What follows belongs to an exercise in optimizing a design on an open flow for small area; a production flow would make more cautious choices. In this exercise RTL edits were held to simulation tests only and were not proved equivalent to the original. Power and IR drop assume default switching activity.

==> design/flow/design.v <==
module dcsbios_ss #(
    parameter [7:0]  SYNC_BYTE    = 8'h55,
    parameter integer SYNC_RUN_LEN = 4,
    parameter [15:0] ESC_ADDR     = 16'h5555
) (
    input  wire        clk,
    input  wire        rst,
    input  wire        in_valid,
    input  wire [7:0]  in_byte,
    input  wire [63:0] in_ss,
    input  wire [63:0] in_es,
    output wire        ev_valid,
    output wire [3:0]  ev_kind,
    output wire [63:0] ev_ss,
    output wire [63:0] ev_es,
    output wire [15:0] ev_addr,
    output wire [15:0] ev_data,
    output wire        ev_esc,
    output wire        dg_valid,
    output wire [1:0]  dg_code,
    output wire [2:0]  st_state,
    output wire        st_count_neg
);
    localparam [2:0] S_AWAIT_SYNC = 3'd0, S_ADDR_LOW  = 3'd1, S_ADDR_HIGH = 3'd2,
                     S_COUNT_LOW  = 3'd3, S_COUNT_HIGH = 3'd4, S_DATA_LOW = 3'd5,
                     S_DATA_HIGH  = 3'd6;
    reg [2:0]  state;
    reg [1:0]  run;
    reg [63:0] sync_start;
    reg [63:0] fs;           
    reg [63:0] es;           
    reg [15:0] address;
    reg        addr_inc;     
    reg [15:0] count;
    reg        count_neg;
    reg [15:0] data;         
    reg [2:0]  kind;
    reg [1:0]  dg;
    assign st_state     = state;
    assign st_count_neg = count_neg;
    assign ev_kind      = {1'b0, kind};
    assign ev_valid     = |kind;
    assign ev_ss        = fs;
    assign ev_es        = es;
    assign ev_addr      = address & {16{kind[2] | (kind[1] & ~kind[0])}};
    assign ev_data      = data;
    assign ev_esc       = dg[0] & ~dg[1];
    assign dg_valid     = dg[0];
    assign dg_code      = dg;
    wire match = (in_byte == SYNC_BYTE);
    wire hit   = in_valid & match & (run == 2'd3);
    wire go    = in_valid & ~hit;
    wire esc      = ({in_byte, address[7:0]} == ESC_ADDR);
    wire underrun = (count == 16'd0) & ~count_neg;
    wire is_high  = (state == S_ADDR_HIGH) | (state == S_COUNT_HIGH) | (state == S_DATA_HIGH);
    always @(posedge clk) begin
        if (run == 2'd0) sync_start <= in_ss;
        if (hit)          fs <= sync_start;
        else if (!is_high) fs <= in_ss;
        es <= in_es;
        data[15:8] <= (!hit && (state == S_COUNT_HIGH || state == S_DATA_HIGH)) ? in_byte : 8'd0;
        if (hit)                        data[7:0] <= 8'd0;
        else if (state == S_DATA_HIGH)  data[7:0] <= data[7:0];
        else if (state == S_COUNT_HIGH) data[7:0] <= count[7:0];
        else if (state == S_DATA_LOW)   data[7:0] <= in_byte;
        else                            data[7:0] <= 8'd0;
        if (go) begin
            case (state)
                S_ADDR_LOW: begin
                    address[7:0] <= in_byte;
                    addr_inc     <= 1'b0;
                end
                S_ADDR_HIGH:  address[15:8] <= in_byte;
                S_COUNT_LOW:  count[7:0]    <= in_byte;
                S_COUNT_HIGH: count[15:8]   <= in_byte;
                S_DATA_LOW:   count <= count - 16'd1;
                S_DATA_HIGH: begin
                    count    <= count - 16'd1;
                    address  <= address + {addr_inc, 1'b0};
                    addr_inc <= 1'b1;
                end
                default: ;
            endcase
        end
        if (rst) begin
            state     <= S_AWAIT_SYNC;
            run       <= 2'd0;
            count_neg <= 1'b0;
            kind      <= 3'd0;
            dg        <= 2'd0;
        end else begin
            if (in_valid) run <= match ? run + 2'd1 : 2'd0;
            kind <= 3'd0;
            dg   <= 2'd0;
            if (hit) begin
                count_neg <= 1'b0;
                state     <= S_ADDR_LOW;
                kind      <= 3'd1;
            end else if (in_valid) begin
                case (state)
                    S_ADDR_LOW: state <= S_ADDR_HIGH;
                    S_ADDR_HIGH: begin
                        kind <= 3'd2;
                        if (esc) begin
                            state <= S_AWAIT_SYNC;
                            dg    <= 2'd1;
                        end else begin
                            state <= S_COUNT_LOW;
                        end
                    end
                    S_COUNT_LOW: begin
                        count_neg <= 1'b0;
                        state     <= S_COUNT_HIGH;
                    end
                    S_COUNT_HIGH: begin
                        kind  <= 3'd3;
                        state <= S_DATA_LOW;
                    end
                    S_DATA_LOW: begin
                        count_neg <= count_neg | (count == 16'd0);
                        if (underrun) dg <= 2'd3;
                        state <= S_DATA_HIGH;
                    end
                    S_DATA_HIGH: begin
                        count_neg <= count_neg | (count == 16'd0);
                        if (underrun) dg <= 2'd3;
                        kind <= 3'd4;
                        state <= (count == 16'd1 && !count_neg) ? S_ADDR_LOW : S_DATA_LOW;
                    end
                    default: ;
                endcase
            end
        end
    end
endmodule
module dcsbios_fb #(
    parameter [63:0] GAP_RESET_THRESHOLD = 64'd300,
    parameter [63:0] GAP_NOISE_CEILING   = 64'd5000
) (
    input  wire        clk,
    input  wire        rst,
    input  wire        in_valid,
    input  wire [7:0]  in_byte,
    input  wire [63:0] in_ss,
    input  wire [63:0] in_es,
    output reg         gap_valid,
    output wire [63:0] gap_ss,
    output wire [63:0] gap_es,
    output wire [63:0] gap_dur,
    output wire        ev_valid,
    output wire [3:0]  ev_kind,
    output wire [63:0] ev_ss,
    output wire [63:0] ev_es,
    output reg  [7:0]  ev_byte,
    output wire [7:0]  fr_address,
    output wire [7:0]  fr_msg_type,
    output wire [7:0]  fr_data_length,
    output wire [7:0]  fr_checksum,
    input  wire [7:0]  pl_raddr,
    output wire [7:0]  pl_rdata,
    output wire        dg_valid,
    output wire [1:0]  dg_code,
    output wire [2:0]  st_state,
    output wire [7:0]  st_pl_count
);
    localparam [2:0] F_SYNC            = 3'd0,
                     F_WAIT_ADDRESS    = 3'd1,
                     F_WAIT_MSGTYPE    = 3'd2,
                     F_WAIT_DATALENGTH = 3'd3,
                     F_WAIT_CHECKSUM   = 3'd5;
    reg [2:0]  state;
    reg [7:0]  address;
    reg [7:0]  msg_type;
    reg [7:0]  data_length;
    reg [7:0]  pl_count;
    reg [63:0] ess;          
    reg [63:0] fstart;       
    reg [63:0] last_end;     
    reg        last_valid;
    reg [12:0] gdur;
    reg [3:0]  kind;
    reg        dg;
    reg [7:0]  pl_mem [0:254];
    wire [15:0] rlo = 16'd1 << pl_raddr[3:0];
    reg  [7:0]  rgrp [0:15];
    integer rh, rl;
    always @* begin
        for (rh = 0; rh < 16; rh = rh + 1) begin
            rgrp[rh] = 8'd0;
            for (rl = 0; rl < 16; rl = rl + 1)
                if (rh * 16 + rl < 255)
                    rgrp[rh] = rgrp[rh] | (pl_mem[rh * 16 + rl] & {8{rlo[rl]}});
        end
    end
    assign pl_rdata       = rgrp[pl_raddr[7:4]];
    assign st_state       = state;
    assign st_pl_count    = pl_count;
    assign gap_ss         = fstart;
    assign gap_es         = ess;
    assign gap_dur        = {51'd0, gdur};
    assign ev_valid       = kind[3];
    assign ev_kind        = kind;
    assign ev_ss          = ess;
    assign ev_es          = last_end;
    assign fr_address     = address;
    assign fr_msg_type    = msg_type;
    assign fr_data_length = data_length;
    assign fr_checksum    = ev_byte;
    assign dg_valid       = dg;
    assign dg_code        = {dg, 1'b0};
    wire [64:0] diff   = {1'b0, in_ss} - {1'b0, last_end};
    wire        g      = last_valid & ~diff[64] & (diff[63:0] >= GAP_RESET_THRESHOLD);
    wire        report = (diff[63:0] < GAP_NOISE_CEILING);
    wire        pl_last = (pl_count + 8'd1 == data_length);
    always @(posedge clk) begin
        gdur    <= diff[12:0];
        ev_byte <= (state == F_WAIT_DATALENGTH && !g) ? data_length : in_byte;
        if (in_valid) begin
            last_end <= in_es;
            if (g) begin
                fstart  <= last_end;
                ess     <= in_ss;
                address <= in_byte;
            end else begin
                case (state)
                    F_SYNC: begin
                        address <= in_byte;
                        ess     <= in_ss;
                    end
                    F_WAIT_ADDRESS: begin
                        msg_type <= in_byte;
                        fstart   <= ess;
                        ess      <= in_ss;
                    end
                    F_WAIT_MSGTYPE: begin
                        data_length <= in_byte;
                        ess         <= in_ss;
                    end
                    F_WAIT_DATALENGTH: begin
                        if (!rst) pl_mem[pl_count] <= in_byte;
                        if (pl_count == 8'd0) ess <= in_ss;
                    end
                    F_WAIT_CHECKSUM: ess <= fstart;
                    default: ;
                endcase
            end
        end
        if (rst) begin
            state      <= F_SYNC;
            pl_count   <= 8'd0;
            last_valid <= 1'b0;
            gap_valid  <= 1'b0;
            kind       <= 4'd0;
            dg         <= 1'b0;
        end else begin
            gap_valid <= 1'b0;
            kind      <= 4'd0;
            dg        <= 1'b0;
            if (in_valid) begin
                last_valid <= 1'b1;
                if (g) begin
                    dg        <= 1'b1;
                    gap_valid <= report;
                    pl_count  <= 8'd0;
                    kind      <= 4'd9;
                    state     <= F_WAIT_ADDRESS;
                end else begin
                    case (state)
                        F_SYNC: begin
                            kind  <= 4'd9;
                            state <= F_WAIT_ADDRESS;
                        end
                        F_WAIT_ADDRESS: begin
                            kind  <= 4'd10;
                            state <= F_WAIT_MSGTYPE;
                        end
                        F_WAIT_MSGTYPE: begin
                            kind  <= 4'd11;
                            state <= (in_byte == 8'd0) ? F_WAIT_CHECKSUM : F_WAIT_DATALENGTH;
                        end
                        F_WAIT_DATALENGTH: begin
                            pl_count <= pl_count + 8'd1;
                            if (pl_last) begin
                                kind  <= 4'd12;
                                state <= F_WAIT_CHECKSUM;
                            end
                        end
                        F_WAIT_CHECKSUM: begin
                            kind <= 4'd13;
                            if (address == 8'd0) begin
                                state    <= F_SYNC;
                                pl_count <= 8'd0;
                            end
                        end
                        default: ;
                    endcase
                end
            end
        end
    end
endmodule
module dcsbios_decoder (
    input  wire        clk,
    input  wire        rst,
    input  wire        ss_in_valid,
    input  wire [7:0]  ss_in_byte,
    input  wire [63:0] ss_in_ss,
    input  wire [63:0] ss_in_es,
    output wire        ss_ev_valid,
    output wire [3:0]  ss_ev_kind,
    output wire [63:0] ss_ev_ss,
    output wire [63:0] ss_ev_es,
    output wire [15:0] ss_ev_addr,
    output wire [15:0] ss_ev_data,
    output wire        ss_ev_esc,
    output wire        ss_dg_valid,
    output wire [1:0]  ss_dg_code,
    output wire [2:0]  ss_st_state,
    output wire        ss_st_count_neg,
    input  wire        fb_in_valid,
    input  wire [7:0]  fb_in_byte,
    input  wire [63:0] fb_in_ss,
    input  wire [63:0] fb_in_es,
    output wire        fb_gap_valid,
    output wire [63:0] fb_gap_ss,
    output wire [63:0] fb_gap_es,
    output wire [63:0] fb_gap_dur,
    output wire        fb_ev_valid,
    output wire [3:0]  fb_ev_kind,
    output wire [63:0] fb_ev_ss,
    output wire [63:0] fb_ev_es,
    output wire [7:0]  fb_ev_byte,
    output wire [7:0]  fb_fr_address,
    output wire [7:0]  fb_fr_msg_type,
    output wire [7:0]  fb_fr_data_length,
    output wire [7:0]  fb_fr_checksum,
    input  wire [7:0]  fb_pl_raddr,
    output wire [7:0]  fb_pl_rdata,
    output wire        fb_dg_valid,
    output wire [1:0]  fb_dg_code,
    output wire [2:0]  fb_st_state,
    output wire [7:0]  fb_st_pl_count
);
    dcsbios_ss u_ss (
        .clk(clk), .rst(rst),
        .in_valid(ss_in_valid), .in_byte(ss_in_byte), .in_ss(ss_in_ss), .in_es(ss_in_es),
        .ev_valid(ss_ev_valid), .ev_kind(ss_ev_kind), .ev_ss(ss_ev_ss), .ev_es(ss_ev_es),
        .ev_addr(ss_ev_addr), .ev_data(ss_ev_data), .ev_esc(ss_ev_esc),
        .dg_valid(ss_dg_valid), .dg_code(ss_dg_code),
        .st_state(ss_st_state), .st_count_neg(ss_st_count_neg)
    );
    dcsbios_fb u_fb (
        .clk(clk), .rst(rst),
        .in_valid(fb_in_valid), .in_byte(fb_in_byte), .in_ss(fb_in_ss), .in_es(fb_in_es),
        .gap_valid(fb_gap_valid), .gap_ss(fb_gap_ss), .gap_es(fb_gap_es), .gap_dur(fb_gap_dur),
        .ev_valid(fb_ev_valid), .ev_kind(fb_ev_kind), .ev_ss(fb_ev_ss), .ev_es(fb_ev_es),
        .ev_byte(fb_ev_byte),
        .fr_address(fb_fr_address), .fr_msg_type(fb_fr_msg_type),
        .fr_data_length(fb_fr_data_length), .fr_checksum(fb_fr_checksum),
        .pl_raddr(fb_pl_raddr), .pl_rdata(fb_pl_rdata),
        .dg_valid(fb_dg_valid), .dg_code(fb_dg_code),
        .st_state(fb_st_state), .st_pl_count(fb_st_pl_count)
    );
endmodule
==> design/flow/run.sh <==
#!/bin/bash
# synth_recipe.tcl (not shown) runs the flow's synth.tcl, then flattens the netlist and writes it again
# the make line also repeats each setting of config.mk as NAME=value (left out here)
make -C /OpenROAD-flow-scripts/flow DESIGN_CONFIG=/design/flow/config.mk WORK_HOME=/design/flow/orfs CLKGATE_MAP_FILE= SYNTH_SCRIPT=/design/flow/synth_recipe.tcl finish
==> design/flow/config.mk <==
export PLATFORM = sky130hd
export DESIGN_NAME = dcsbios_decoder
export DESIGN_NICKNAME = dcsbios_decoder
export VERILOG_FILES = /design/flow/design.v
export SDC_FILE = /design/flow/constraint.sdc
export NUM_CORES = 4
export LEC_CHECK = 0
export CAP_MARGIN = 20
export CORE_MARGIN = 2
export CORE_UTILIZATION = 40
export CTS_BUF_LIST = sky130_fd_sc_hd__clkbuf_8
export CTS_CLUSTER_DIAMETER = 60
export CTS_CLUSTER_SIZE = 15
export SETUP_SLACK_MARGIN = 0.4
export SLEW_MARGIN = 20
==> design/flow/constraint.sdc <==
create_clock -name core_clock -period 10.0 [get_ports {clk}]
set_input_delay 2.0000 -clock core_clock [delete_from_list [all_inputs] [get_ports {clk}]]
set_output_delay 2.0000 -clock core_clock [all_outputs]
set_load 0.01 [all_outputs]
==> results of run 1 <==
worst max-delay path: stages:
cell             delay (ps)
clkdlybuf4s50_1         690
nand2b_1                410
nor3_2                  220
buf_12                  240
a22o_1                  210
a221oi_1                480
a31oi_1                 390
or4_1                   690
nor4_1                  760
a21oi_1                 390
clkdlybuf4s50_1         580
synthesized netlist by cell type (23+ instances only):
master	count	area, µm²
and3_1	97	607
clkbuf_1	259	972
buf_4	133	998
a22o_1	297	2600
nor3_1	284	1420
o22ai_1	26	163
o21a_1	23	173
xnor2_1	35	307
nor2_1	176	661
inv_1	102	383
a21oi_1	153	766
a22oi_1	400	3000
nand4_1	93	582
buf_1	75	282
dfxtp_1	130	2600
a221oi_1	301	2640
nand3_1	95	475
a31oi_1	91	569
nor2b_1	40	250
mux2_2	43	484
nand2_1	418	1570
ha_1	74	926
a21o_1	23	173
edfxtp_1	2417	72600
o21ai_0	133	666
xor2_1	29	254
nor4_1	45	282
mux2_1	34	383
buf_2	50	250
worst paths after layout:
kind                              end  slack, ps  depth (start not counted)
hold reg to reg           u_ss.fs[63]        490                          2
hold / removal            u_ss.fs[63]        490                          2
setup reg to reg  u_fb.pl_mem[224][1]       2940                         16
setup / recovery       fb_pl_rdata[6]        890                         11
area by class of cell:
type / instances / area (µm²) / area share
flip-flops and latches: 2547 / 75200 / 0.651
multi-input cells: 3229 / 22000 / 0.190
repair buffers: 1018 / 10100 / 0.0872
well taps: 3312 / 4140 / 0.0359
clock buffers: 216 / 2970 / 0.0257
clock inverters: 88 / 752 / 0.00651
inverters: 102 / 383 / 0.00331
diodes: 10 / 25.0 / 0.000217
registers in the layout, indices dropped and copies added (netlist names), 13 cells and up:
| register | flops |
|---|---|
| u_fb.last_end | 64 |
| u_fb.ess | 64 |
| u_fb.gdur | 13 |
| u_ss.sync_start | 64 |
| u_ss.address | 16 |
| u_ss.es | 64 |
| u_ss.fs | 64 |
| u_fb.pl_mem | 2040 |
| u_ss.count | 16 |
| u_fb.fstart | 64 |
| u_ss.data | 16 |
where the power goes:
group	internal [W]	switching, W
Combinational	0.000645	0.00113
Sequential	0.0118	0.000105
Clock	0.00212	0.00360
Total	0.0146	0.00484
per-stage QoR:
| stage | util | hold slack, ps |
|---|---|---|
| finish | 0.469 | 492 |
| detailed placement | 0.452 | 486 |
| global route | 0.469 | 518 |
| floorplan | - | 463 |
| CTS | 0.467 | 498 |
| global placement | 0.452 | 475 |
layout by cell type, fill, tap and decap left out, drive strengths merged, types with 29 or more instances in the layout:
cell,netlist,layout
xnor2,35,35
o21ai,144,144
ha,74,74
nand3,95,95
nor2b,40,40
and3,97,97
a22oi,400,400
clkinv,0,31
nor3,294,294
edfxtp,2417,2417
a221oi,301,301
dfxtp,130,130
xor2,29,29
buf,265,226
nand4,93,93
nand2,419,419
nor2,178,178
a22o,297,297
clkdlybuf4s50,0,782
conb,1,53
a21oi,159,159
nor4,45,45
clkbuf,259,226
a31oi,91,91
inv,102,143
mux2,77,77
logic make-up (layout without fill, tap and decap cells):
group                    count (synthesis)  count (layout)
adder cells (fa/ha/maj)                 75              75
multiplexers                            90              90
flip-flops                            2547            2547
AO/OA/AOI/OAI                         1582            1582
XOR/XNOR                                64              64
other                                    1              63
AND/OR/NAND/NOR                       1365            1365
buffers and inverters                  626            1424
metal layers:
| metal | up-vias | wire length (µm) |
|---|---|---|
| met3 | 809 | 41100 |
| met4 | 4 | 19100 |
| li1 | 26801 | - |
| met2 | 4981 | 173000 |
| met1 | 33425 | 133000 |
| met5 | - | 27 |
==> impl_metrics.py, run 1 <==
metrics = {
    "run_status": {
        "status": "no timing/DRC/antenna violations",
    },
    "sta": {
        "worst_pin_slew_ps": 1160,
        "period_needed_ps": 9110,
        "hold_viol": 0,
        "slew_headroom": 0.222,
        "rsz0062_at_grt": "false",
        "fin_ws_ps": 888,
        "post-route-period-util": 0.911,
        "fmax_ghz": 0.110,
        "setup_viol": 0,
        "fin_skew_ps": 70.0,
        "finalSetupTns_ps": 0,
        "finalMaxSlewViolations": 0,
    },
    "synth": {
        "yosys.area_share.simple": 0.0680,
        "post_synth_mux_area_share": 0.0100,
        "syn_inst": 6350,
        "synth_xor_area_frac": 0.00564,
        "syn-mean-instance-area_um2": 15.6,
        "synth-async-reset-ratio": 0,
        "synth_top_family_by_area": "compound AO/OA/AOI/OAI gates",
        "synth-edff-count": 2417,
        "synth_area_um2": 99300,
        "ys_seq_elements": 2547,
        "synth_compound_area_frac": 0.120,
        "synth_cell_types": 87,
        "synthAdderAreaFrac": 0.00953,
        "yosys_most_used_dff": "edfxtp_1",
        "yosysWarnings": 3,
        "yosysSeqAreaShare": 0.757,
    },
    "final_layout": {
        "area_growth_pct": 16.3,
        "nets": 7468,
        "drive_gt1_frac": 0.0982,
        "finalInstanceArea_um2": 116000,
        "final_cells": 10522,
        "fillerInstances": 21439,
    },
    "min_path": {
        "hp-class": "flip-flop to flip-flop",
        "holdCritStartpoint": "u_ss.sync_start[63]",
    },
    "power_and_ir_drop": {
        "peakVddDrop_v": 0.000145,
        "total_power_w": 0.0194,
        "p_per_area_nw_per_um2": 168,
        "leakagePower_nw": 36.5,
    },
    "place": {
        "dp.cells": 10201,
        "placedInstanceArea_um2": 111000,
        "dp_hpwl_um": 243000,
        "post-place-ws_ps": 895,
        "numPortBuffers": 791,
        "routabilityCongestion": 0.968,
    },
    "floorplanning": {
        "die_area_um2": 252000,
        "chipHeight_um": 502,
        "row_count": 182,
        "die_x_um": 502,
        "initial_core_util": 0.403,
        "core_region_area_um2": 246000,
        "io_pins": 845,
    },
    "global_route": {
        "use_met2": 0.457,
        "met3_usage": 0.0635,
        "grt_overflow_total": 0,
        "grt_pass1_wl_um": 506000,
        "grt_max_degree": 126,
        "gr-usage-all-layers": 0.283,
        "busiest_layer": "met2",
        "grt_pass1_vias": 63833,
        "grt_antenna_before_repair": 16,
        "grtUsageMet1": 0.364,
    },
    "cts": {
        "numCtsBuffers": 211,
        "cts-htree-levels": 4,
        "cts_buffer_depth": 3,
        "cts_resized": 0,
        "cts_tree": "built",
        "cts_root_buffer": "clkbuf_8",
        "clkLatencyLatePin_ps": 1050,
        "postCtsSetupBuffers": 0,
        "cts.sinks": 2547,
        "ctsHoldBuffers": 0,
        "clkTransAtPathRegs_ps": 90,
    },
    "setup_path": {
        "critPathLaunchType": "primary input",
        "critPathKind": "primary input to primary output",
        "worstSetupStartpoint": "fb_pl_raddr[3]",
        "endpoint_kind": "primary output",
        "r2r_start": "u_fb.last_end[30]",
        "critPathMaxFanout": 49,
        "critPathArrivalTime_ps": 7110,
        "crit_required_ps": 8000,
    },
    "detailed_routing": {
        "via_per_inst": 6.27,
        "wl_um": 366000,
        "wl_per_cell_um": 34.8,
        "num_vias": 66020,
        "dr.first_iter.drc_count": 10165,
        "drc": 0,
        "ant_nets": 0,
        "firstDrtPassIters": 6,
    },
    "job": {
        "drv_cap": 0,
    },
}
==> run 2: changes to the inputs <==
==> design/flow/flow/run.sh (new file) <==
#!/bin/bash
# Own layout flow: the standard flow (standard synthesis unchanged), with
# the port buffers made of the smallest buffer cell and CTS without dummy loads.
set -euo pipefail
bash standard.sh \
  "BUFFER_PORTS_ARGS=-buffer_cell sky130_fd_sc_hd__buf_1" \
  "CTS_ARGS=-sink_clustering_enable -repair_clock_nets -dont_use_dummy_load -buf_list sky130_fd_sc_hd__clkbuf_8 -sink_clustering_size 15 -sink_clustering_max_diameter 60" \
  "RECOVER_POWER=100" \
  finish > flow_make.log 2>&1
==> design/flow/standard.sh (new file) <==
#!/bin/bash
# synth_recipe.tcl (not shown) runs the flow's synth.tcl, then flattens the netlist and writes it again
# the make line also repeats each setting of config.mk as NAME=value (left out here)
make -C /OpenROAD-flow-scripts/flow DESIGN_CONFIG=/design/flow/config.mk WORK_HOME=/design/flow/orfs CLKGATE_MAP_FILE= SYNTH_SCRIPT=/design/flow/synth_recipe.tcl "${@:-finish}"
removed: design/flow/run.sh
==> run 2 against run 1 <==
The layout now fails its checks (max-capacitance violations, max-slew violations). Clock-buffer cell count decreased by 7. Clock power shrank about 10%. Sequential share of layout area is 4.2 points higher. Critical endpoint is now fb_pl_rdata[0]. Total power shrank 4.1%. Core utilization decreased by 2.8 points. Non-clock buffer count decreased by 18. Critical path depth rose by 1. Register-to-register slack worse by 950 ps. Via count down 1.5%.
==> impl_metrics.py, run 2 <==
metrics = {
    "global_route": {
        "grt_antenna_before_repair": 32,
        "grt_pass1_wl_um": 491000,
        "gr-usage-all-layers": 0.275,
        "grt_pass1_vias": 62245,
        "grt_overflow_total": 0,
        "grt_max_degree": 147,
    },
    "sta": {
        "worst_pin_slew_ps": 8370,
        "post-route-period-util": 0.915,
        "fin_ws_ps": 851,
        "finalSetupTns_ps": 0,
        "setup_viol": 0,
        "finalMaxSlewViolations": 2525,
        "rsz0062_at_grt": "false",
        "fin_skew_ps": 145,
        "hold_viol": 0,
        "fmax_ghz": 0.109,
        "period_needed_ps": 9150,
        "slew_headroom": -4.58,
    },
    "setup_path": {
        "cp_slowest_stage_delay_ps": 1530,
        "critPathMaxFanout": 20,
        "cp_cell_sequence": "clkbuf_1 > nand2b_1 > nor2_1 > buf_4 > buf_4 > a22o_1 > a221oi_1 > a31oi_1 > or4_1 > nor4_1 > a21oi_1 > buf_1",
        "critPathLaunchType": "primary input",
        "critPathArrivalTime_ps": 7150,
        "crit_required_ps": 8000,
        "critPathKind": "primary input to primary output",
        "endpoint_kind": "primary output",
        "cp_common_cell": "buf_4",
        "cp_slowest_cell": "nor2_1",
    },
    "synth": {
        "synth.most_common_cell": "edfxtp_1",
        "synth_area_um2": 99300,
        "synth_cell_types": 87,
        "ys_seq_elements": 2547,
        "yosys_most_used_dff": "edfxtp_1",
        "syn-mean-instance-area_um2": 15.6,
        "synth_area_leaders": "edfxtp_1, a22oi_1, a221oi_1",
        "syn_inst": 6350,
        "yosysSeqAreaShare": 0.757,
        "yosysTopAreaCell": "edfxtp_1",
        "synth_common_cells": "edfxtp_1, nand2_1, a22oi_1",
        "synth-edff-count": 2417,
        "yosysWarnings": 3,
        "yosysTopAreaCellShare": 0.731,
        "synth-async-reset-ratio": 0,
    },
    "job": {
        "drv_cap": 43,
    },
    "min_path": {
        "hp-class": "flip-flop to flip-flop",
    },
    "detailed_routing": {
        "drc": 0,
        "ant_nets": 0,
        "via_per_inst": 6.24,
        "num_vias": 65033,
        "wl_um": 358000,
        "dr.first_iter.drc_count": 9959,
        "wl_per_cell_um": 34.3,
        "firstDrtPassIters": 6,
    },
    "final_layout": {
        "drive_gt1_frac": 0.0560,
        "largest_register_ffs": 2040,
        "nets": 7448,
        "final_cell_mix": "edfxtp_1, buf_1, nand2_1",
        "layout.area.seq_um2": 75200,
        "fillerInstances": 22245,
        "top_register": "u_fb.pl_mem",
        "area_growth_pct": 9.29,
        "multi_input_area_um2": 21400,
        "layout_commonest_cell": "edfxtp_1",
    },
    "floorplanning": {
        "row_count": 182,
        "chipHeight_um": 502,
        "die_area_um2": 252000,
        "core_region_area_um2": 246000,
        "initial_core_util": 0.403,
        "io_pins": 845,
        "die_x_um": 502,
    },
    "cts": {
        "clkTransAtPathRegs_ps": 80,
        "postCtsSetupBuffers": 0,
        "cts_tree": "built",
        "cts-htree-levels": 4,
        "ctsHoldBuffers": 0,
        "cts.sinks": 2547,
        "clkLatencyLatePin_ps": 1090,
        "numCtsBuffers": 209,
        "cts_resized": 0,
        "cts_root_buffer": "clkbuf_8",
        "cts_buffer_depth": 3,
    },
    "place": {
        "numPortBuffers": 791,
        "dp_hpwl_um": 235000,
        "routabilityCongestion": 0.987,
        "post-place-ws_ps": 1040,
    },
    "power_and_ir_drop": {
        "peakVddDrop_v": 0.000154,
        "leakagePower_nw": 33.4,
        "p_per_area_nw_per_um2": 171,
    },
    "run_status": {
        "status": "finished with violations",
        "checkFailReasons": "max-capacitance violations, max-slew violations",
    },
}
run 2: cell counts after synthesis:
Identical to the previous run, type by type.
run 2: routing by layer:
metal	track usage	up-vias	wire [µm]
met1	0.354	32920	130000
met4	0.123	10	18000
met3	0.0620	720	39900
met5	0	-	69
li1	-	26647	-
met2	0.444	4736	169000
run 2: where the power goes:
group,internal (W),total (W),switching [W],leakage [nW]
registers,0.0118,0.0119,0.000107,23.1
clock network,0.00185,0.00514,0.00329,1.50
logic,0.000399,0.00152,0.00112,8.72
total,0.0141,0.0186,0.00452,33.4
run 2: cell families (layout without fill, tap and decap cells):
group,count (synthesis),in the layout,share of synthesized area
buffers and inverters,626,1311,0.0298
multiplexers,90,90,0.0100
XOR/XNOR,64,64,0.00564
AND/OR/NAND/NOR,1365,1365,0.0680
adder cells (fa/ha/maj),75,75,0.00953
other,1,71,0.0000378
AO/OA/AOI/OAI,1582,1582,0.120
flip-flops,2547,2547,0.757
run 2: cell type report:
class,instances,area share
timing repair buffer,1000,0.0412
inverter,102,0.00353
clock buffer,209,0.0265
tap,3312,0.0382
sequential,2547,0.693
multi-input combinational,3229,0.197
antenna,18,0.000415
run 2: critical path, delay by kind of cell:
kind                   cells  cell delay (ps)
and+or+nand+nor            4             2070
AOI/OAI and AO/OA          4             1660
buffers and inverters      4             1380
run 2: final timing paths:
path,startpoint,end,slack (ps),cells after the start
max,fb_pl_raddr[1],fb_pl_rdata[0],850,12
min,u_ss.sync_start[0],u_ss.fs[0],480,2
min reg2reg,u_ss.sync_start[0],u_ss.fs[0],480,2
max reg2reg,u_fb.last_end[0],u_fb.pl_mem[220][1],1990,16
run 2: through the flow:
| step | hold WS, ps | total power (W) | utilization | cell area (µm²) | cells |
|---|---|---|---|---|---|
| floorplan | 463 | 0.0128 | - | 99500 | 6402 |
| global placement | 474 | 0.0136 | 0.431 | 106000 | 10190 |
| detailed placement | 488 | 0.0136 | 0.431 | 106000 | 10190 |
| CTS | 495 | 0.0186 | 0.443 | 109000 | 10399 |
| global route | 520 | 0.0191 | 0.440 | 109000 | 10408 |
| finish | 483 | 0.0186 | 0.440 | 109000 | 10417 |
==> run 3: changes to the inputs <==
--- a/design/flow/flow/run.sh
+++ b/design/flow/flow/run.sh
@@ -6,4 +6,3 @@
   "BUFFER_PORTS_ARGS=-buffer_cell sky130_fd_sc_hd__buf_1" \
   "CTS_ARGS=-sink_clustering_enable -repair_clock_nets -dont_use_dummy_load -buf_list sky130_fd_sc_hd__clkbuf_8 -sink_clustering_size 15 -sink_clustering_max_diameter 60" \
-  "RECOVER_POWER=100" \
   finish > flow_make.log 2>&1
==> run 3 against run 2 <==
Routed wire length about the same. Critical path depth unchanged. Clock-buffer cell count unchanged. Flip-flop and latch count unchanged. Largest cell class unchanged. Now clean on timing, DRC and antenna. Core utilization up 0.42 points. Synthesized area unchanged. Hold slack better by 1.2 ps. Die area unchanged.
==> impl_metrics.py, run 3 <==
metrics = {
    "power_and_ir_drop": {
        "p_per_area_nw_per_um2": 170,
        "peakVddDrop_v": 0.000152,
        "p_sw_frac": 0.244,
        "p_int_w": 0.0141,
        "leakagePower_nw": 33.9,
        "switching_power_w": 0.00452,
        "power_frac_seq": 0.641,
        "clkPwrFrac": 0.277,
        "combPwrFrac": 0.083,
    },
    "detailed_routing": {
        "firstDrtPassIters": 8,
        "via_per_inst": 6.25,
        "drc": 0,
        "ant_nets": 0,
        "dr.first_iter.drc_count": 9507,
        "wl_um": 357000,
        "num_vias": 65067,
        "wl_per_cell_um": 34.3,
    },
    "setup_path": {
        "cp_slowest_stage_delay_ps": 1080,
        "cp_common_cell": "buf_1",
        "cp_cell_sequence": "buf_1 > nand2b_1 > nor2_4 > buf_12 > a22o_1 > a221oi_1 > and3_1 > a31oi_1 > nor4_1 > nand4_1 > o21a_1 > buf_1",
        "cpLargestDelayFamily": "simple AND/OR/NAND/NOR gates",
        "critPathMaxFanout": 42,
        "endpoint_kind": "primary output",
        "reg2reg_slack_ps": 2840,
        "r2r_start": "u_fb.last_end[0]",
        "worstSetupStartpoint": "fb_pl_raddr[1]",
        "critPathArrivalTime_ps": 6420,
        "critPathLaunchType": "primary input",
        "critPathBufInv": 3,
        "cp_slowest_cell": "nor4_1",
        "crit_required_ps": 8000,
        "critPathKind": "primary input to primary output",
    },
    "place": {
        "dp_hpwl_um": 235000,
        "dp.cells": 10190,
        "numPortBuffers": 791,
        "routabilityCongestion": 0.987,
    },
    "min_path": {
        "holdCritStartpoint": "u_ss.sync_start[0]",
        "hp-class": "flip-flop to flip-flop",
    },
    "global_route": {
        "grt_pass1_vias": 62245,
        "gr-usage-all-layers": 0.275,
        "grt_overflow_total": 0,
        "grt_pass1_wl_um": 491000,
        "grt_antenna_before_repair": 31,
        "grt_max_degree": 147,
    },
    "cts": {
        "numCtsBuffers": 209,
        "clkTransAtPathRegs_ps": 80,
        "ctsHoldBuffers": 0,
        "postCtsSetupBuffers": 0,
        "cts_buffer_depth": 3,
        "cts.sinks": 2547,
        "cts_root_buffer": "clkbuf_8",
        "clkLatencyLatePin_ps": 1050,
        "cts_tree": "built",
        "cts_resized": 0,
        "cts-htree-levels": 4,
    },
    "job": {
        "drv_cap": 0,
    },
    "floorplanning": {
        "io_pins": 845,
        "row_count": 182,
        "die_area_um2": 252000,
        "die_x_um": 502,
        "initial_core_util": 0.403,
        "core_region_area_um2": 246000,
        "chipHeight_um": 502,
    },
    "synth": {
        "ys_seq_elements": 2547,
        "synth_area_leaders": "edfxtp_1, a22oi_1, a221oi_1",
        "yosysWarnings": 3,
        "synth.most_common_cell": "edfxtp_1",
        "synth_common_cells": "edfxtp_1, nand2_1, a22oi_1",
        "syn_inst": 6350,
        "yosysTopAreaCellShare": 0.731,
        "synth-edff-count": 2417,
        "synth-async-reset-ratio": 0,
        "yosysTopAreaCell": "edfxtp_1",
        "synth_area_um2": 99300,
        "synth_cell_types": 87,
        "syn-mean-instance-area_um2": 15.6,
        "yosys_most_used_dff": "edfxtp_1",
        "yosysSeqAreaShare": 0.757,
    },
    "sta": {
        "period_needed_ps": 8420,
        "fmax_ghz": 0.119,
        "fin_skew_ps": 146,
        "rsz0062_at_grt": "false",
        "slew_headroom": 0.158,
        "finalMaxSlewViolations": 0,
        "hold_viol": 0,
        "post-route-period-util": 0.842,
        "setup_viol": 0,
        "worst_pin_slew_ps": 1250,
        "hold_ws_ps": 484,
        "finalSetupTns_ps": 0,
    },
    "final_layout": {
        "top_register": "u_fb.pl_mem",
        "final_cell_mix": "edfxtp_1, buf_1, nand2_1",
        "drive_gt1_frac": 0.0875,
        "fillerInstances": 22053,
        "layout_commonest_cell": "edfxtp_1",
        "area_growth_pct": 10.3,
        "final_cells": 10413,
        "nets": 7448,
        "largest_register_ffs": 2040,
    },
    "run_status": {
        "status": "no timing/DRC/antenna violations",
    },
}
## run 3: cell counts after synthesis
No cell type changed its count.
## run 3: power by group through the flow
| stage | registers (W) | logic, W | clock network [W] |
|---|---|---|---|
| floorplan | 0.0121 | 0.000695 | 0 |
| global placement | 0.0121 | 0.00151 | 0 |
| detailed placement | 0.0121 | 0.00151 | 0 |
| CTS | 0.0119 | 0.00151 | 0.00520 |
| global route | 0.0119 | 0.00161 | 0.00553 |
| finish | 0.0119 | 0.00154 | 0.00514 |
## run 3: kinds of logic (layout without fill, tap and decap cells)
| family | after synthesis | after routing | synth area share |
|---|---|---|---|
| AOI/OAI and AO/OA | 1582 | 1582 | 0.120 |
| and+or+nand+nor | 1365 | 1365 | 0.0680 |
| muxes | 90 | 90 | 0.0100 |
| buffers and inverters | 626 | 1311 | 0.0298 |
| xor gates and xnor gates | 64 | 64 | 0.00564 |
| DFF | 2547 | 2547 | 0.757 |
| adders and majority gates | 75 | 75 | 0.00953 |
| other | 1 | 67 | 0.0000378 |
## run 3: path summary, 6_finish.rpt
path / to / cells past startpoint
setup / recovery: fb_pl_rdata[2] / 12
hold / removal: u_ss.fs[0] / 2
setup reg to reg: u_fb.pl_mem[31][2] / 16
hold reg to reg: u_ss.fs[0] / 2
## run 3: area by class of cell
class                   instances  area (µm²)  area share
diodes                         14        35.0    0.000320
clock buffers                 209        2880      0.0263
inverters                     102         383     0.00349
multi-input cells            3229       21900       0.200
flip-flops and latches       2547       75200       0.686
well taps                    3312        4140      0.0378
repair buffers               1000        5010      0.0457
## run 3: metal layers
| layer | up-vias | GRT usage | routed length (µm) |
|---|---|---|---|
| met5 | - | 0 | 88 |
| met4 | 12 | 0.123 | 17700 |
| met3 | 704 | 0.0620 | 40200 |
| met2 | 4715 | 0.444 | 169000 |
| met1 | 32998 | 0.354 | 130000 |
| li1 | 26638 | - | - |
## run 3: per-stage QoR
stage	power (W)	utilization	instance area [µm²]	setup WS, ps
final	0.0186	0.445	110000	1580
after CTS	0.0186	0.443	109000	1840
after global routing	0.0190	0.445	110000	1590
after detailed placement	0.0136	0.431	106000	1040
after global placement	0.0136	0.431	106000	1150
after floorplan	0.0128	-	99500	3200
## run 3: tightest hold or removal path, stage by stage, from the launching register on
cell      delay [ps]
edfxtp_1         320
nand2_1           50
nand2_1           40
==> run 4: changes to the inputs <==
--- a/design/flow/design.v
+++ b/design/flow/design.v
@@ -182,16 +182,16 @@
     reg        dg;
     reg [7:0]  pl_mem [0:254];
-    wire [15:0] rlo = 16'd1 << pl_raddr[3:0];
-    reg  [7:0]  rgrp [0:15];
+    wire [31:0] rlo = 32'd1 << pl_raddr[4:0];
+    reg  [7:0]  rgrp [0:7];
     integer rh, rl;
     always @* begin
-        for (rh = 0; rh < 16; rh = rh + 1) begin
+        for (rh = 0; rh < 8; rh = rh + 1) begin
             rgrp[rh] = 8'd0;
-            for (rl = 0; rl < 16; rl = rl + 1)
-                if (rh * 16 + rl < 255)
-                    rgrp[rh] = rgrp[rh] | (pl_mem[rh * 16 + rl] & {8{rlo[rl]}});
+            for (rl = 0; rl < 32; rl = rl + 1)
+                if (rh * 32 + rl < 255)
+                    rgrp[rh] = rgrp[rh] | (pl_mem[rh * 32 + rl] & {8{rlo[rl]}});
         end
     end
-    assign pl_rdata       = rgrp[pl_raddr[7:4]];
+    assign pl_rdata       = rgrp[pl_raddr[7:5]];
     assign st_state       = state;
     assign st_pl_count    = pl_count;
--- a/design/flow/config.mk
+++ b/design/flow/config.mk
@@ -8,5 +8,5 @@
 export CAP_MARGIN = 20
 export CORE_MARGIN = 2
-export CORE_UTILIZATION = 40
+export CORE_UTILIZATION = 55
 export CTS_BUF_LIST = sky130_fd_sc_hd__clkbuf_8
 export CTS_CLUSTER_DIAMETER = 60
==> run 4 against run 3 <==
Synthesized cell count down 0.61%. Synthesized area is 0.84% lower. Critical endpoint unchanged. Highest routed layer unchanged. Global-route usage rose by 11 points.
==> impl_metrics.py, run 4 <==
metrics = {
    "detailed_routing": {
        "num_vias": 65464,
        "via_per_inst": 6.92,
        "dr.first_iter.drc_count": 11029,
        "wl_um": 355000,
        "firstDrtPassIters": 7,
        "ant_nets": 0,
        "wl_per_cell_um": 37.5,
        "drc": 0,
    },
    "cts": {
        "cts_buffer_depth": 3,
        "clkTransAtPathRegs_ps": 90,
        "cts_tree": "built",
        "cts_resized": 0,
        "postCtsSetupBuffers": 0,
        "numCtsBuffers": 199,
        "cts-htree-levels": 4,
        "ctsHoldBuffers": 0,
        "cts_root_buffer": "clkbuf_8",
        "clkLatencyLatePin_ps": 1000,
        "cts.sinks": 2547,
    },
    "sta": {
        "post-route-period-util": 0.866,
        "fin_skew_ps": 93.6,
        "slew_headroom": 0.152,
        "worst_pin_slew_ps": 1270,
        "finalMaxSlewViolations": 0,
        "hold_viol": 0,
        "fmax_ghz": 0.115,
        "fin_ws_ps": 1340,
        "rsz0062_at_grt": "false",
        "finalSetupTns_ps": 0,
        "period_needed_ps": 8660,
        "setup_viol": 0,
    },
    "final_layout": {
        "largest_register_ffs": 2040,
        "top_register": "u_fb.pl_mem",
        "drive_gt1_frac": 0.0702,
        "finalInstanceArea_um2": 107000,
        "nets": 7445,
        "area_growth_pct": 8.88,
        "final_cell_mix": "edfxtp_1, buf_1, nand2_1",
        "layout_commonest_cell": "edfxtp_1",
        "fillerInstances": 13694,
        "final_cells": 9454,
        "post-route-util": 0.602,
    },
    "floorplanning": {
        "initial_core_util": 0.552,
        "die_area_um2": 182000,
        "die_x_um": 427,
        "core_region_area_um2": 178000,
        "row_count": 155,
        "chipHeight_um": 427,
        "io_pins": 845,
    },
    "power_and_ir_drop": {
        "switching_power_w": 0.00442,
        "power_frac_seq": 0.646,
        "p_int_w": 0.0139,
        "p_per_area_nw_per_um2": 171,
        "peakVddDrop_v": 0.000147,
        "combPwrFrac": 0.080,
        "leakagePower_nw": 33.8,
        "clkPwrFrac": 0.274,
        "p_sw_frac": 0.241,
    },
    "synth": {
        "yosysTopAreaCell": "edfxtp_1",
        "synth_cell_types": 77,
        "syn-mean-instance-area_um2": 15.6,
        "synth-async-reset-ratio": 0,
        "yosysSeqAreaShare": 0.764,
        "synth-edff-count": 2417,
        "syn_inst": 6311,
        "synth.most_common_cell": "edfxtp_1",
        "synth_area_leaders": "edfxtp_1, a22oi_1, dfxtp_1",
        "synth_common_cells": "edfxtp_1, nand2_1, a22oi_1",
        "yosysTopAreaCellShare": 0.737,
        "ys_seq_elements": 2547,
        "yosys_most_used_dff": "edfxtp_1",
        "yosysWarnings": 3,
        "synth_area_um2": 98500,
    },
    "min_path": {
        "hp-class": "flip-flop to flip-flop",
    },
    "global_route": {
        "grt_pass1_wl_um": 484000,
        "gr-usage-all-layers": 0.382,
        "busiest_layer": "met2",
        "grt_max_degree": 123,
        "grt_overflow_total": 0,
        "met3_usage": 0.0949,
        "grt_pass1_vias": 60992,
        "use_met2": 0.563,
        "grt_antenna_before_repair": 30,
        "grtUsageMet1": 0.551,
    },
    "setup_path": {
        "critPathKind": "primary input to primary output",
        "critPathMaxFanout": 15,
        "critPathArrivalTime_ps": 6660,
        "crit_required_ps": 8000,
        "endpoint_kind": "primary output",
        "critPathLaunchType": "primary input",
    },
    "run_status": {
        "status": "no timing/DRC/antenna violations",
    },
    "place": {
        "dp.cells": 9239,
        "routabilityCongestion": 1.02,
        "dp_hpwl_um": 236000,
        "placedInstanceArea_um2": 104000,
        "numPortBuffers": 791,
        "post-place-ws_ps": 1500,
    },
    "job": {
        "drv_cap": 0,
    },
}
run 4: cell types whose count changed after synthesis, sizes merged, moves of 13 or more:
cell	delta
xnor2	+13
buf	-72
a31oi	-75
or4	-14
nor4	-17
nor3	-198
nand2	+50
a22o	-25
and3	-77
a221oi	-26
nor2	+271
a22oi	+50
nand4	+84
run 4: critical path, stage by stage:
cell	delay (ps)
buf_1	130
nand2b_1	680
nor2_4	390
a22o_1	370
a221oi_1	640
nand4_1	290
nor3_1	790
o22ai_1	200
nor3_1	730
a21oi_1	220
buf_1	200
run 4: kinds of logic after synthesis:
family / share of synthesized area
other: 0.0000381
adders and majority gates: 0.00961
DFF: 0.764
muxes: 0.00989
AOI/OAI and AO/OA: 0.114
and+or+nand+nor: 0.0686
buffers and inverters: 0.0277
xor gates and xnor gates: 0.00676
run 4: area by class of cell:
cell class                 instances  area (µm²)  area share
antenna                           15        37.5    0.000350
sequential                      2547       75200       0.701
multi-input combinational       3252       21200       0.197
inverter                         102         383     0.00357
timing repair buffer             984        4770      0.0445
clock buffer                     199        2740      0.0255
tap                             2355        2950      0.0275
run 4: path summary, 6_finish.rpt:
kind                          start             endpoint  slack (ps)  cells after the start
setup / recovery     fb_pl_raddr[1]       fb_pl_rdata[2]        1340                     11
hold reg to reg         u_ss.run[1]          u_ss.run[1]         500                      2
setup reg to reg  u_fb.last_end[18]  u_fb.pl_mem[116][5]        2720                     16
hold / removal          u_ss.run[1]          u_ss.run[1]         500                      2
run 4: metrics by stage:
stage,power (W),hold slack [ps]
after global routing,0.0188,534
after global placement,0.0135,475
after detailed placement,0.0135,486
after CTS,0.0183,501
final,0.0184,496
after floorplan,0.0128,463
run 4: power by group through the flow:
stage               combinational (W)  clock (W)  sequential (W)
floorplan                    0.000636          0          0.0121
global placement              0.00142          0          0.0121
detailed placement            0.00142          0          0.0121
CTS                           0.00143    0.00504          0.0119
global route                  0.00153    0.00538          0.0119
finish                        0.00146    0.00503          0.0119
run 4: metal layers:
| metal | vias up | routed length (µm) |
|---|---|---|
| li1 | 26277 | - |
| met1 | 33154 | 138000 |
| met2 | 5142 | 156000 |
| met3 | 879 | 44700 |
| met4 | 12 | 15900 |
| met5 | - | 80 |
==> run 5: changes to the inputs <==
--- a/design/flow/config.mk
+++ b/design/flow/config.mk
@@ -8,5 +8,5 @@
 export CAP_MARGIN = 20
 export CORE_MARGIN = 2
-export CORE_UTILIZATION = 55
+export CORE_UTILIZATION = 40
 export CTS_BUF_LIST = sky130_fd_sc_hd__clkbuf_8
 export CTS_CLUSTER_DIAMETER = 60
==> run 5 against run 4 <==
Final area up 0.75%. Global-route usage down 9.3 points. Synthesized area unchanged. Combinational power about the same. Hold slack worse by 45 ps. Clock-buffer cell count up 5. Critical path type unchanged. Largest cell class unchanged.
==> impl_metrics.py, run 5 <==
metrics = {
    "cts": {
        "postCtsSetupBuffers": 0,
        "cts_tree": "built",
        "cts.sinks": 2547,
        "cts_resized": 0,
        "cts_buffer_depth": 3,
        "numCtsBuffers": 204,
        "ctsHoldBuffers": 0,
        "clkLatencyLatePin_ps": 1060,
        "clkTransAtPathRegs_ps": 90,
        "cts_root_buffer": "clkbuf_8",
        "cts-htree-levels": 4,
    },
    "job": {
        "drv_cap": 0,
    },
    "final_layout": {
        "drive_gt1_frac": 0.0667,
        "post-route-util": 0.440,
        "area_growth_pct": 9.70,
        "final_cell_mix": "edfxtp_1, buf_1, nand2_1",
        "top_register": "u_fb.pl_mem",
        "largest_register_ffs": 2040,
        "nets": 7423,
        "layout_commonest_cell": "edfxtp_1",
    },
    "detailed_routing": {
        "ant_nets": 0,
        "via_per_inst": 6.46,
        "num_vias": 66594,
        "wl_um": 373000,
        "dr.first_iter.drc_count": 11373,
        "firstDrtPassIters": 22,
        "drc": 0,
        "wl_per_cell_um": 36.2,
    },
    "min_path": {
        "hold_path_end": "u_ss.fs[27]",
        "hp-class": "flip-flop to flip-flop",
        "holdCritStartpoint": "u_ss.sync_start[27]",
        "hold-path-cell-count": 2,
    },
    "sta": {
        "setup_viol": 0,
        "finalSetupTns_ps": 0,
        "hold_viol": 0,
        "fin_skew_ps": 117,
        "period_needed_ps": 8590,
        "finalMaxSlewViolations": 0,
        "post-route-period-util": 0.859,
        "rsz0062_at_grt": "false",
        "slew_headroom": 0.159,
        "worst_pin_slew_ps": 1260,
        "fmax_ghz": 0.116,
    },
    "setup_path": {
        "r2r_start": "u_fb.last_end[16]",
        "worstSetupStartpoint": "fb_pl_raddr[1]",
        "reg2reg_slack_ps": 3350,
        "critPathArrivalTime_ps": 6590,
        "endpoint_kind": "primary output",
        "r2r_cells": 16,
        "critPathMaxFanout": 31,
        "critPathLaunchType": "primary input",
        "r2r-end": "u_fb.pl_mem[127][5]",
        "critPathKind": "primary input to primary output",
        "crit_required_ps": 8000,
    },
    "synth": {
        "yosysTopAreaCellShare": 0.737,
        "synth_area_um2": 98500,
        "yosysWarnings": 3,
        "synth_common_cells": "edfxtp_1, nand2_1, a22oi_1",
        "synth_cell_types": 77,
        "synth.most_common_cell": "edfxtp_1",
        "syn_inst": 6311,
        "yosysSeqAreaShare": 0.764,
        "syn-mean-instance-area_um2": 15.6,
        "synth-edff-count": 2417,
        "yosysTopAreaCell": "edfxtp_1",
        "synth_area_leaders": "edfxtp_1, a22oi_1, dfxtp_1",
        "ys_seq_elements": 2547,
        "yosys_most_used_dff": "edfxtp_1",
        "synth-async-reset-ratio": 0,
    },
    "power_and_ir_drop": {
        "leakagePower_nw": 33.7,
        "p_per_area_nw_per_um2": 171,
        "peakVddDrop_v": 0.000117,
    },
    "place": {
        "dp_hpwl_um": 251000,
        "numPortBuffers": 791,
        "routabilityCongestion": 0.983,
    },
    "floorplanning": {
        "chipHeight_um": 500,
        "io_pins": 845,
        "row_count": 182,
        "initial_core_util": 0.402,
        "core_region_area_um2": 245000,
        "die_area_um2": 250000,
        "die_x_um": 500,
    },
    "global_route": {
        "grt_overflow_total": 0,
        "grt_antenna_before_repair": 45,
        "gr-usage-all-layers": 0.289,
        "grt_pass1_wl_um": 509000,
        "grt_pass1_vias": 62228,
        "grt_max_degree": 124,
    },
    "run_status": {
        "status": "no timing/DRC/antenna violations",
    },
}
-- run 5: logic make-up after synthesis --
group,Yosys count,share of synthesized area
DFF,2547,0.764
xor gates and xnor gates,76,0.00676
other,1,0.0000381
and+or+nand+nor,1471,0.0686
AOI/OAI and AO/OA,1489,0.114
adders and majority gates,75,0.00961
buffers and inverters,564,0.0277
muxes,88,0.00989
-- run 5: routing by layer --
metal | track usage | share of wire
met5 | 0 | 0.00032
met4 | 0.129 | 0.049
met3 | 0.0623 | 0.12
met2 | 0.437 | 0.45
met1 | 0.400 | 0.38
-- run 5: report_power, final --
group          leakage, nW  switching [W]  internal (W)
clock                 1.47        0.00332       0.00181
combinational         9.08        0.00110      0.000375
sequential            23.1      0.0000866        0.0118
total                 33.7        0.00451        0.0140
-- run 5: critical path, cell delays in order --
cell and delay, ps:
buf_1 130, nand2b_1 670, nor2_4 340, buf_4 420
a222oi_1 730, nand3_1 160, nor4_1 740, o22ai_1 190
or3_1 410, nor3_1 280, buf_4 210, a21oi_1 50
buf_1 210
-- run 5: how the worst max path moves through the flow --
stage | endpoint | slack [ps] | cells past startpoint
after global routing | fb_pl_rdata[2] | 1320 | 13
after detailed placement | fb_pl_rdata[2] | 1630 | 13
final | fb_pl_rdata[2] | 1410 | 13
after CTS | fb_pl_rdata[2] | 1610 | 13
after global placement | fb_pl_rdata[2] | 1700 | 13
after floorplan | u_fb.fstart[0] | 1220 | 17
-- run 5: area by class of cell --
cell class / count / area (µm²)
diodes: 24 / 60.1
clock buffers: 204 / 2810
fillers: 21715 / 137000
inverters: 102 / 383
multi-input cells: 3252 / 21100
flip-flops and latches: 2547 / 75200
well taps: 3220 / 4030
repair buffers: 957 / 4420
-- run 5: per-stage QoR --
| stage | worst slack, ps | total power, W | area [µm²] | std cells | hold slack (ps) |
|---|---|---|---|---|---|
| finish | 1410 | 0.0185 | 108000 | 10306 | 452 |
| global route | 1320 | 0.0189 | 108000 | 10295 | 495 |
| CTS | 1610 | 0.0185 | 108000 | 10282 | 453 |
| detailed placement | 1630 | 0.0135 | 105000 | 10078 | 495 |
| global placement | 1700 | 0.0136 | 105000 | 10074 | 474 |
| floorplan | 1220 | 0.0128 | 98700 | 6363 | 463 |
==> run 6: changes to the inputs <==
--- a/design/flow/design.v
+++ b/design/flow/design.v
@@ -182,16 +182,13 @@
     reg        dg;
     reg [7:0]  pl_mem [0:254];
-    wire [31:0] rlo = 32'd1 << pl_raddr[4:0];
-    reg  [7:0]  rgrp [0:7];
-    integer rh, rl;
+    wire [255:0] rsel = 256'd1 << pl_raddr;
+    reg  [7:0]   rdata;
+    integer ri;
     always @* begin
-        for (rh = 0; rh < 8; rh = rh + 1) begin
-            rgrp[rh] = 8'd0;
-            for (rl = 0; rl < 32; rl = rl + 1)
-                if (rh * 32 + rl < 255)
-                    rgrp[rh] = rgrp[rh] | (pl_mem[rh * 32 + rl] & {8{rlo[rl]}});
-        end
+        rdata = 8'd0;
+        for (ri = 0; ri < 255; ri = ri + 1)
+            rdata = rdata | (pl_mem[ri] & {8{rsel[ri]}});
     end
-    assign pl_rdata       = rgrp[pl_raddr[7:5]];
+    assign pl_rdata       = rdata;
     assign st_state       = state;
     assign st_pl_count    = pl_count;
==> design/flow/flow/run.sh (replaced) <==
#!/bin/bash
# Own layout flow: the standard flow (standard synthesis unchanged), with
# the port buffers made of the smallest buffer cell and CTS without dummy loads.
set -euo pipefail
bash standard.sh \
  "BUFFER_PORTS_ARGS=-buffer_cell sky130_fd_sc_hd__buf_1" \
  "CTS_ARGS=-sink_clustering_enable -repair_clock_nets -dont_use_dummy_load" \
  finish > flow_make.log 2>&1
--- a/design/flow/config.mk
+++ b/design/flow/config.mk
@@ -9,7 +9,3 @@
 export CORE_MARGIN = 2
 export CORE_UTILIZATION = 40
-export CTS_BUF_LIST = sky130_fd_sc_hd__clkbuf_8
-export CTS_CLUSTER_DIAMETER = 60
-export CTS_CLUSTER_SIZE = 15
-export SETUP_SLACK_MARGIN = 0.4
 export SLEW_MARGIN = 20
==> run 6 against run 5 <==
The layout now fails its checks (max-capacitance violations, max-slew violations, negative setup slack). Synthesized cell count is 0.65% lower. Hold slack better by 29 ps. Largest cell class unchanged. Cell count is 8.7% higher. Flip-flop and latch count stayed put. Largest power group unchanged. First-iteration DRC count is 68% higher. Combinational power hardly changed.
==> impl_metrics.py, run 6 <==
metrics = {
    "run_status": {
        "status": "finished with violations",
        "checkFailReasons": "max-capacitance violations, max-slew violations, negative setup slack",
    },
    "place": {
        "post-place-ws_ps": -62.9,
        "routabilityCongestion": 1.21,
        "numPortBuffers": 791,
        "dp_hpwl_um": 509000,
    },
    "floorplanning": {
        "core_region_area_um2": 246000,
        "io_pins": 845,
        "die_x_um": 501,
        "chipHeight_um": 501,
        "initial_core_util": 0.402,
        "die_area_um2": 251000,
        "row_count": 182,
    },
    "synth": {
        "synth_top_family_by_area": "compound AO/OA/AOI/OAI gates",
        "syn_inst": 6270,
        "syn-mean-instance-area_um2": 15.8,
        "synthAdderAreaFrac": 0.00957,
        "synth.most_common_cell": "edfxtp_1",
        "synth-async-reset-ratio": 0,
        "ys_seq_elements": 2547,
        "synth_compound_area_frac": 0.110,
        "synth_xor_area_frac": 0.00576,
        "synth_cell_types": 88,
        "synth_area_leaders": "edfxtp_1, a22o_1, a221oi_1",
        "synth_common_cells": "edfxtp_1, nor2_1, nand2_1",
        "synth-edff-count": 2417,
        "yosysWarnings": 2,
        "yosys.area_share.simple": 0.0761,
        "yosys_most_used_dff": "edfxtp_1",
        "yosysTopAreaCell": "edfxtp_1",
        "post_synth_mux_area_share": 0.0177,
        "synth_area_um2": 98800,
        "yosysSeqAreaShare": 0.761,
        "yosysTopAreaCellShare": 0.734,
    },
    "sta": {
        "worst_pin_slew_ps": 1520,
        "fin_skew_ps": 113,
        "rsz0062_at_grt": "false",
        "setup_viol": 1,
        "post-route-period-util": 1.05,
        "finalMaxSlewViolations": 5,
        "fin_ws_ps": -493,
        "hold_ws_ps": 481,
        "period_needed_ps": 10490,
        "hold_viol": 0,
        "finalSetupTns_ps": -493,
        "fmax_ghz": 0.0953,
        "slew_headroom": -0.0180,
    },
    "detailed_routing": {
        "wl_per_cell_um": 62.1,
        "via_per_inst": 7.67,
        "firstDrtPassIters": 10,
        "wl_um": 696000,
        "ant_nets": 0,
        "drc": 0,
        "dr.first_iter.drc_count": 19098,
        "num_vias": 85888,
    },
    "cts": {
        "cts-htree-levels": 5,
        "cts_tree": "built",
        "cts_root_buffer": "clkbuf_16",
        "numCtsBuffers": 297,
        "cts.sinks": 2547,
        "cts_buffer_depth": 4,
        "clkLatencyLatePin_ps": 1030,
        "ctsHoldBuffers": 0,
        "clkTransAtPathRegs_ps": 60,
        "postCtsSetupBuffers": 0,
    },
    "setup_path": {
        "r2r-end": "u_fb.pl_mem[172][3]",
        "critPathArrivalTime_ps": 8490,
        "r2r_start": "u_fb.last_end[0]",
        "critPathMaxFanout": 9,
        "endpoint": "fb_pl_rdata[4]",
        "critPathLaunchType": "primary input",
        "reg2reg_slack_ps": 2440,
        "critPathKind": "primary input to primary output",
        "worstSetupStartpoint": "fb_pl_raddr[5]",
        "endpoint_kind": "primary output",
        "r2r_cells": 14,
        "crit_required_ps": 8000,
    },
    "final_layout": {
        "area_growth_pct": 20.4,
        "final_cell_mix": "edfxtp_1, buf_1, buf_4",
        "drive_gt1_frac": 0.184,
        "post-route-util": 0.485,
        "layout_commonest_cell": "edfxtp_1",
        "largest_register_ffs": 2040,
        "top_register": "u_fb.pl_mem",
        "nets": 8206,
    },
    "global_route": {
        "grt_max_degree": 115,
        "gr-usage-all-layers": 0.541,
        "grt_antenna_before_repair": 136,
        "grt_pass1_wl_um": 850000,
        "grt_pass1_vias": 73033,
        "grt_overflow_total": 0,
    },
    "power_and_ir_drop": {
        "p_per_area_nw_per_um2": 192,
        "leakagePower_nw": 39.0,
        "peakVddDrop_v": 0.000174,
    },
    "job": {
        "drv_cap": 1,
    },
    "min_path": {
        "hp-class": "flip-flop to flip-flop",
    },
}
run 6: cell count changes in the layout (fill, tap and decap cells not counted), moves of 78 or more:
cell	delta
diode_2	+114
nor2_2	+133
clkbuf_8	-204
nor2_1	+78
a22oi_1	-103
buf_4	+507
mux2_2	+124
clkbuf_16	+297
run 6: layout make-up:
| class | count | area, µm² |
|---|---|---|
| Multi-Input combinational cell | 3394 | 22800 |
| Tap cell | 3220 | 4030 |
| Fill cell | 21111 | 127000 |
| Inverter | 95 | 357 |
| Clock buffer | 297 | 7430 |
| Antenna cell | 138 | 345 |
| Timing Repair Buffer | 1512 | 8880 |
| Sequential cell | 2547 | 75200 |
run 6: through the flow:
stage / cells / power [W] / instance area (µm²)
4_1_cts: 11048 / 0.0226 / 119000
6_report: 11203 / 0.0228 / 119000
5_1_grt: 11074 / 0.0231 / 119000
3_3_place_gp: 10710 / 0.0135 / 110000
3_5_place_dp: 10751 / 0.0135 / 111000
2_1_floorplan: 6322 / 0.0127 / 99000
run 6: worst min path at each step:
stage / start / to / slack (ps) / cells after the start
2_1_floorplan: u_fb.last_valid / u_fb.last_valid / 430 / 2
3_3_place_gp: u_ss.run[1] / u_ss.run[1] / 480 / 2
3_5_place_dp: u_ss.run[1] / u_ss.run[1] / 490 / 2
4_1_cts: u_ss.run[1] / u_ss.run[1] / 500 / 2
5_1_grt: u_ss.sync_start[16] / u_ss.fs[16] / 520 / 2
6_report: u_ss.sync_start[45] / u_ss.fs[45] / 480 / 2
run 6: power by group:
group	internal, W	total (W)	switching, W
Combinational	0.000353	0.00145	0.00110
Clock	0.00520	0.00943	0.00423
Sequential	0.0118	0.0119	0.000133
Total	0.0174	0.0228	0.00546
run 6: what timing repair did:
action                     CTS  global route
hold endpoints to repair     0             0
resized for setup            1             0
setup endpoints to repair    1             0
run 6: per-layer routing:
metal  track usage  vias to the layer above  wire length (µm)
li1              -                    28274                 -
met1         0.616                    43142            230000
met2         0.699                    11114            264000
met3         0.332                     3308            121000
met4         0.472                       50             80400
met5        0.0145                        -               932
run 6: kinds of logic after synthesis:
| kind of cell | after synthesis |
|---|---|
| and+or+nand+nor | 1650 |
| adders and majority gates | 75 |
| AOI/OAI and AO/OA | 1393 |
| xor gates and xnor gates | 65 |
| other | 1 |
| DFF | 2547 |
| buffers and inverters | 381 |
| muxes | 158 |
run 6: critical path, stage by stage:
cell	delay, ps
buf_1	350
nand2b_1	290
nor2_1	120
nand2_1	950
nor2_1	500
buf_4	310
a22o_1	210
a221oi_1	420
nand4_1	380
nor4_1	590
buf_4	390
nand4_1	260
nor4_2	850
nand4_1	440
buf_4	260
buf_1	120

==> static timing again, ports no longer ideal <==
In the flow no input, the clock included, has a driving cell. The finished layouts below were timed again as built, in two steps.
Step 1 (the two cells are an assumption about what drives the block):
set clk [get_ports {clk}]
set_driving_cell -lib_cell sky130_fd_sc_hd__clkbuf_16 $clk
set_driving_cell -lib_cell sky130_fd_sc_hd__buf_2 [delete_from_list [all_inputs] $clk]
Step 2, shift: input delay + t, output delay - t, t = (earliest + latest rising clock arrival at the registers) / 2. This alone moves slack from input paths to output paths.
a / b / c = no drivers / after step 1 / after step 2; a / b = the first two.
| run | t, ns | slack for setup (ns) | latest minus earliest clock arrival (ns) | slew at the worst register clock pin (ns) | pins driven straight from the clock port |
|---|---|---|---|---|---|
| run 1 | 1.137 | 0.888 / 0.801 / 0.751 | 0.081 / 0.080 | 0.11 / 0.11 | 1 |
| run 2 | 1.099 | 0.851 / 0.737 / -0.120 | 0.179 / 0.179 | 0.10 / 0.10 | 1 |
| run 3 | 1.086 | 1.581 / 1.470 / 0.960 | 0.172 / 0.171 | 0.10 / 0.10 | 1 |
| run 4 | 1.058 | 1.339 / 1.186 / 0.999 | 0.113 / 0.113 | 0.11 / 0.11 | 1 |
| run 5 | 1.067 | 1.406 / 1.314 / 1.314 | 0.160 / 0.160 | 0.11 / 0.11 | 1 |
| run 6 | 1.077 | -0.493 / -0.568 / -0.568 | 0.120 / 0.121 | 0.07 / 0.07 | 1 |
For run 2, which loses most, drivers alone change the setup slack by -0.114 ns; drivers and shift together by -0.971 ns.
